This design comes from an exercise in tuning for small area, a short achievable clock period and few clock cycles per item on the open sky130 flow, not from production work.
Only simulation tests tie the RTL to the original design; equivalence was not proved.
No activity file was given, so power comes from the tool's default toggle rates.

==> onyx <==
// phase_accumulator
module phase_accumulator #(
    parameter integer CONV_KP = 2,    
    parameter integer CONV_KF = 6     
) (
    input  wire        clk,
    input  wire        rst,           
    input  wire        tick_valid,
    output wire        tick_ready,
    input  wire        cmd_valid,
    output wire        cmd_ready,
    input  wire [7:0]  cmd_op,
    input  wire [31:0] cmd_arg,
    output reg         rsp_valid,
    output reg         rsp_err,
    output reg  [31:0] rsp_data
);
export LEC_CHECK = 0
export CAP_MARGIN = 20
export CORE_MARGIN = 2
export CORE_UTILIZATION = 30
export CTS_BUF_LIST = sky130_fd_sc_hd__clkbuf_8
export PLACE_DENSITY = 0.5
export SETUP_SLACK_MARGIN = 5
export SLEW_MARGIN = 20
export SYNTH_MEMORY_MAX_BITS = 32768
create_clock -name core_clock -period 12.0 [get_ports {clk}]
standard.sh (not shown) runs the stock make flow with config.mk's settings and CLKGATE_MAP_FILE= SYNTH_SCRIPT=/design/flow/synth_recipe.tcl, a recipe that flattens the netlist after the stock synthesis.
==> flow/flow/run.sh <==
#!/bin/bash
set -euo pipefail
bash standard.sh 'BUFFER_PORTS_ARGS=-buffer_cell sky130_fd_sc_hd__buf_2' SETUP_SLACK_MARGIN=8 finish > standard_flow.log 2>&1
==> indigo (differences from onyx) <==
--- a/flow/design.v
+++ b/flow/design.v
@@ -1017,37 +1017,36 @@
     input  wire        start,      
     input  wire        is_period,  
     input  wire        is_set,     
     input  wire [31:0] arg,        
     output wire        last,       
-    output wire        soon,       
     output reg         fin,        
     output reg         fin_set,    
     output wire [23:0] result      
 );
     localparam integer KM = (KF > KP) ? KF : KP;
     localparam integer NQ = 24 + KM - 1;          
     localparam [46:0] B = 47'd72057594037927;
     reg          it;         
     reg          per;        
-    reg  [3:0]   cyc;        
+    reg  [4:0]   cyc;        
     reg          sp;         
     reg          sp_max;     
-    reg  [22:0]  den;        
+    reg  [23:0]  den;        
     reg  [23:0]  rem;
     reg [NQ-1:0] nq;         
     wire        f_sign = arg[31];
     wire [7:0]  f_exp  = arg[30:23];
     wire [23:0] f_m    = {1'b1, arg[22:0]};
     wire        f_nan  = (&f_exp) && (|arg[22:0]);
     reg         s_sp, s_max;
-    reg  [3:0]  s_cyc;
+    reg  [4:0]  s_cyc;
     reg  [2:0]  s_pad;
     reg  [23:0] keep;        
     integer j, n;
     always @(*) begin
-        s_cyc = 4'd0;
+        s_cyc = 5'd0;
         s_pad = 3'd0;
         if (!is_period) begin
             s_sp  = f_nan | f_sign | (f_exp >= 8'd136) | (f_exp <= 8'd111);
             s_max = !f_nan & !f_sign & (f_exp >= 8'd136);
             for (n = 0; n < 24; n = n + 1)
@@ -1072,15 +1071,14 @@
     wire [46:0] x_f = {17'd0, f_m[23:18], f_m[17:0], 6'd0};    
     wire [46:0] x_p = B;
     wire [46:0] x   = (is_period ? x_p : x_f) & {23'h7fffff, keep};
     wire [46:0] x_s = x >> s_pad;
     wire [NQ+22:0] x_q = {x, {(KM-1){1'b0}}} >> s_pad;
-    assign last = it & (cyc == 4'd1) & !start;
-    assign soon = (start & (s_sp | (s_cyc == 4'd1))) | (it & (cyc == 4'd2) & !start);
+    assign last = it & (cyc == 5'd1);
     localparam integer KP2 = KP / 2;
-    wire [25:0]   d1 = {3'b001, den};
-    wire [25:0]   d2 = {2'b01, den, 1'b0};
+    wire [25:0]   d1 = {2'b00, den};
+    wire [25:0]   d2 = {1'b0, den, 1'b0};
     reg  [23:0]   pr [0:KP2];
     reg [NQ-1:0]  pq [0:KP2];
     reg  [25:0]   py;
     reg  [26:0]   p1, p2, p3;
     integer i;
@@ -1118,30 +1116,30 @@
         if (rst) begin
             it  <= 1'b0;
             fin <= 1'b0;
         end else begin
             fin <= 1'b0;
-            if (start)
-                it <= 1'b1;
-            else if (it & (cyc == 4'd1)) begin
+            if (!it)
+                it <= start;
+            else if (cyc == 5'd1) begin
                 it  <= 1'b0;
                 fin <= 1'b1;
             end
         end
-        if (!it | start) begin
+        if (!it) begin
             sp      <= s_sp;
             sp_max  <= s_max;
             fin_set <= is_set;
             per     <= is_period;
-            cyc     <= s_sp ? 4'd1 : s_cyc;
-            den     <= f_m[22:0];
+            cyc     <= s_sp ? 5'd1 : s_cyc;
+            den     <= f_m;
             rem     <= x_s[46:24];
             nq      <= x_q[NQ-1:0];
         end else begin
             rem <= per ? pr[KP2] : {17'd0, fr[KF2]};
             nq  <= per ? pq[KP2] : fq[KF2];
-            cyc <= cyc - 4'd1;
+            cyc <= cyc - 5'd1;
         end
     end
     wire [23:0] q = nq[23:0];
     assign result = sp ? (sp_max ? 24'h800000 : 24'd1) :
                     (q[23] & |q[22:0]) ? 24'h800000 :
@@ -1176,11 +1174,10 @@
     reg [23:0] cnt;
     reg [23:0] inc;
     reg [2:0]  sel;
     reg        crdy;
     reg        trdy;
-    reg        sbusy;      
     assign cmd_ready  = crdy;
     assign tick_ready = trdy;
     wire cfire = cmd_valid & crdy;
     wire tfire = tick_valid & trdy;
     reg       d_set_inc, d_set_cnt, d_tick, d_rst_ph, d_set_wave, d_conv;
@@ -1205,111 +1202,58 @@
             8'h26: d_kind     = K_MINP;
             8'h27: d_kind     = K_MAXP;
             default: d_kind   = K_ERR;
         endcase
     end
-    wire d_dep   = d_set_inc | (cmd_op == 8'h02) | d_tick | (d_conv & !cmd_op[1]);
-    wire set_go  = cfire & d_conv & cmd_op[1];
-    wire conv_go = cfire & d_conv & !cmd_op[1] & !sbusy;
-    wire buf_now = cfire & sbusy & d_dep;
-    wire dbl_in  = tfire & cfire & d_tick & !sbusy;
-    reg        e_v, e_t;             
-    reg        e_set_inc, e_set_cnt, e_tick, e_rst_ph, e_set_wave, e_rsp;
-    reg [3:0]  e_k;
-    reg [31:0] a_q;                  
-    reg        go_q, per_q, set_q;   
-    reg        dbl_q, pend;
-    reg        b_v;                  
-    reg        b_sinc, b_ginc, b_tick, b_conv, b_per;
-    wire        cv_last, cv_soon, cv_fin, cv_fin_set;
+    wire        cv_last, cv_fin, cv_fin_set;
     wire [23:0] cv_result;
-    wire        cv_wr = cv_fin & cv_fin_set;
-    wire        bx    = b_v & cv_wr;    
     pa_fconv #(.KP(CONV_KP), .KF(CONV_KF)) u_fconv (
         .clk       (clk),
         .rst       (rst),
-        .start     (go_q | (bx & b_conv)),
-        .is_period (b_v ? b_per : per_q),
-        .is_set    (!b_v & set_q),
-        .arg       (a_q),
+        .start     (cfire & d_conv),
+        .is_period (cmd_op[0]),
+        .is_set    (cmd_op[1]),
+        .arg       (cmd_arg),
         .last      (cv_last),
-        .soon      (cv_soon),
         .fin       (cv_fin),
         .fin_set   (cv_fin_set),
         .result    (cv_result)
     );
+    wire        cv_wr   = cv_fin & cv_fin_set;
     wire [23:0] inc_eff = cv_wr ? cv_result : inc;
     wire [23:0] sum1 = cnt + inc_eff;
+    wire [23:0] sum2 = cnt + {inc_eff[22:0], 1'b0};
+    wire        c_tick = cfire & d_tick;
     always @(posedge clk) begin
         if (rst) begin
-            cnt   <= 24'd0;
-            inc   <= 24'd0;
-            sel   <= 3'd0;
-            crdy  <= 1'b1;
-            trdy  <= 1'b1;
-            sbusy <= 1'b0;
-            b_v   <= 1'b0;
-            e_v   <= 1'b0;
-            e_t   <= 1'b0;
-            go_q  <= 1'b0;
-            dbl_q <= 1'b0;
-            pend  <= 1'b0;
+            cnt  <= 24'd0;
+            inc  <= 24'd0;
+            sel  <= 3'd0;
+            crdy <= 1'b1;
+            trdy <= 1'b1;
         end else begin
-            e_v   <= cfire & !buf_now;
-            e_t   <= tfire;
-            go_q  <= set_go | conv_go;
-            dbl_q <= dbl_in;
-            if (set_go)
-                sbusy <= 1'b1;
-            else if (cv_last)
-                sbusy <= 1'b0;
-            if (buf_now)
-                b_v <= 1'b1;
-            else if (bx)
-                b_v <= 1'b0;
-            if (conv_go | buf_now | dbl_in)
-                crdy <= 1'b0;
-            else if (bx & b_conv)
-                crdy <= cv_soon;
-            else if ((cv_soon & !b_v) | bx | dbl_q)
-                crdy <= 1'b1;
-            if (set_go | dbl_in)
-                trdy <= 1'b0;
-            else if ((cv_last & !b_v & !buf_now) | bx | dbl_q)
-                trdy <= 1'b1;
-            pend <= e_t & e_v & e_tick;
-            if (e_v & e_set_cnt)
-                cnt <= a_q[23:0];
-            else if (e_v & e_rst_ph)
+            if (cfire & d_set_cnt)
+                cnt <= cmd_arg[23:0];
+            else if (cfire & d_rst_ph)
                 cnt <= 24'd0;
-            else if (e_t | (e_v & e_tick) | pend | (bx & b_tick))
+            else if (tfire & c_tick)
+                cnt <= sum2;
+            else if (tfire | c_tick)
                 cnt <= sum1;
-            if ((e_v & e_set_inc) | (bx & b_sinc))
-                inc <= a_q[23:0];
+            if (cfire & d_set_inc)
+                inc <= cmd_arg[23:0];
             else if (cv_wr)
                 inc <= cv_result;
-            if (e_v & e_set_wave)
-                sel <= (a_q <= 32'd6) ? a_q[2:0] : 3'd0;
-        end
-        if (cfire) begin
-            a_q        <= cmd_arg;
-            per_q      <= cmd_op[0];
-            set_q      <= cmd_op[1];
-            e_set_inc  <= d_set_inc;
-            e_set_cnt  <= d_set_cnt;
-            e_tick     <= d_tick;
-            e_rst_ph   <= d_rst_ph;
-            e_set_wave <= d_set_wave;
-            e_rsp      <= !(d_conv & !cmd_op[1]);
-            e_k        <= d_kind;
-        end
-        if (buf_now) begin
-            b_sinc <= d_set_inc;
-            b_ginc <= (cmd_op == 8'h02);
-            b_tick <= d_tick;
-            b_conv <= d_conv;
-            b_per  <= cmd_op[0];
+            if (cfire & d_set_wave)
+                sel <= (cmd_arg <= 32'd6) ? cmd_arg[2:0] : 3'd0;
+            if (cfire & d_conv) begin
+                crdy <= 1'b0;
+                trdy <= !cmd_op[1];
+            end else if (cv_last) begin
+                crdy <= 1'b1;
+                trdy <= 1'b1;
+            end
         end
     end
     reg        r0_v;
     reg [3:0]  r0_k;
     reg        p1_v;
@@ -1342,21 +1286,21 @@
         if (rst) begin
             r0_v      <= 1'b0;
             p1_v      <= 1'b0;
             rsp_valid <= 1'b0;
         end else begin
-            r0_v      <= (e_v & e_rsp) | (bx & !b_conv);
+            r0_v      <= cfire & !d_conv;
             p1_v      <= r0_v;
-            rsp_valid <= p1_v | (cv_fin & !cv_fin_set);
+            rsp_valid <= p1_v | cv_fin;
         end
-        r0_k   <= bx ? (b_ginc ? K_INC : K_ZERO) : e_k;
+        r0_k   <= d_kind;
         p1_val <= (r0_k == K_VALUE);
         p1_err <= (r0_k == K_ERR);
         p1_d   <= rd;
-        if (cv_fin & !cv_fin_set) begin
+        if (cv_fin) begin
             rsp_err  <= 1'b0;
-            rsp_data <= {8'd0, cv_result};
+            rsp_data <= cv_fin_set ? 32'd0 : {8'd0, cv_result};
         end else begin
             rsp_err  <= p1_err;
             rsp_data <= p1_val ? {8'd0, value} : p1_d;
         end
     end
==> flow/flow/run.sh (replaced) <==
#!/bin/bash
set -euo pipefail
bash standard.sh 'BUFFER_PORTS_ARGS=-buffer_cell sky130_fd_sc_hd__buf_2' SETUP_SLACK_MARGIN=7 finish > standard_flow.log 2>&1
CTS_BUF_LIST = not set   (was sky130_fd_sc_hd__clkbuf_8)
==> raven (differences from onyx) <==
==> flow/flow/run.sh (replaced) <==
#!/bin/bash
set -euo pipefail
bash standard.sh 'BUFFER_PORTS_ARGS=-buffer_cell sky130_fd_sc_hd__buf_2' SETUP_SLACK_MARGIN=7 finish > standard_flow.log 2>&1
==> notes <==
Core utilization, highest first: onyx, indigo, raven. Against onyx, the critical path depth of indigo is higher by 1. The lowest sequential share of layout area belongs to indigo, the highest to raven. The lowest global-route usage belongs to raven, the highest to onyx. Of indigo and onyx, indigo has the higher first-iteration DRC count (gap 35%, measured against onyx). Against onyx, the design area of raven is lower by about 12%. Against onyx, the register-to-register slack of indigo is lower by 0.38 ns. Area after synthesis: onyx is higher than indigo (about 2.4%). Power: indigo < raven < onyx. Count of clock-buffer cells in the layout: indigo < onyx < raven.
==> figures <==
metric	indigo	raven	onyx
Met1 layer usage reported by global route	0.311	0.271	0.288
Switching power	1.27 mW	1.42 mW	1.62 mW
Run status	complete, no violations	complete, no violations	complete, no violations
Number of filler instances in the final layout	8316	8354	7998
Placer Congestion	0.908	0.925	0.911
Fraction of area in registers	0.167	0.223	0.199
Final Total Pwr	3.18 mW	3.56 mW	4.07 mW
Top cell type's share of synthesized area	0.160	0.161	0.161
Final area over synthesized area	1.179x	1.159x	1.314x
Clock network power	1.00 mW	955 µW	1.05 mW
CP peak stage delay	0.45 ns	0.40 ns	0.38 ns
Endpoint of the lowest-slack register-to-register path	u_fconv.rem[0]	u_fconv.rem[2]	u_fconv.rem[6]
Worst R2R Setup Slack	6.73 ns	7.19 ns	7.12 ns
Core footprint	0.0773 mm²	0.0790 mm²	0.0790 mm²
Sequential cell fraction of total power	0.261	0.301	0.262
Part of the total power dissipated in the clock network	0.315	0.268	0.258
Wire length the detailed router placed on met1	42500 µm	39100 µm	41100 µm
Mean post-synth cell area	7.50 µm²	7.82 µm²	7.82 µm²
Setup fix buffers added after clock tree synthesis	41	25	158
Post-route worst setup slack	6.73 ns	7.19 ns	7.12 ns
Relative slew slack	0.174	0.264	0.354
Testbench counts of onyx, summed over its fixed seeds: cycles 30,469, cmds 24,000.
Testbench counts of indigo, summed over its fixed seeds: cycles 35,512, cmds 24,000.
Testbench counts of raven, summed over its fixed seeds: cycles 30,469, cmds 24,000.

static timing again, ports no longer ideal:
The flow's constraints put no driver on any port. The routed layouts listed below were extracted and timed again, unchanged, in two steps.
Step 1 sets driving cells, clkbuf_16 on the clock port and buf_2 on the other inputs (assumed; they add their load-dependent delay and slew).
Step 2 also shifts input and output timing later by t, the mid clock arrival at the registers, as if the neighbouring blocks saw the same clock.
Slacks: ideal ports / drivers / drivers and shift; pairs: ideal ports / drivers.
run	t (ns)	slack for setup (ns)	worst setup path at the end	latest minus earliest clock arrival (ns)	worst slew at a driven data input, ns
onyx	0.697	7.116 / 7.116 / 7.116	register to register	0.049 / 0.049	0.06
indigo	0.666	6.732 / 6.732 / 6.697	input to register	0.059 / 0.059	0.07
raven	0.702	7.186 / 7.186 / 7.186	register to register	0.061 / 0.060	0.06
After both steps setup and hold are still met in every run listed. For indigo, which loses most, drivers alone change the setup slack by 0.000 ns; drivers and shift together by -0.035 ns.
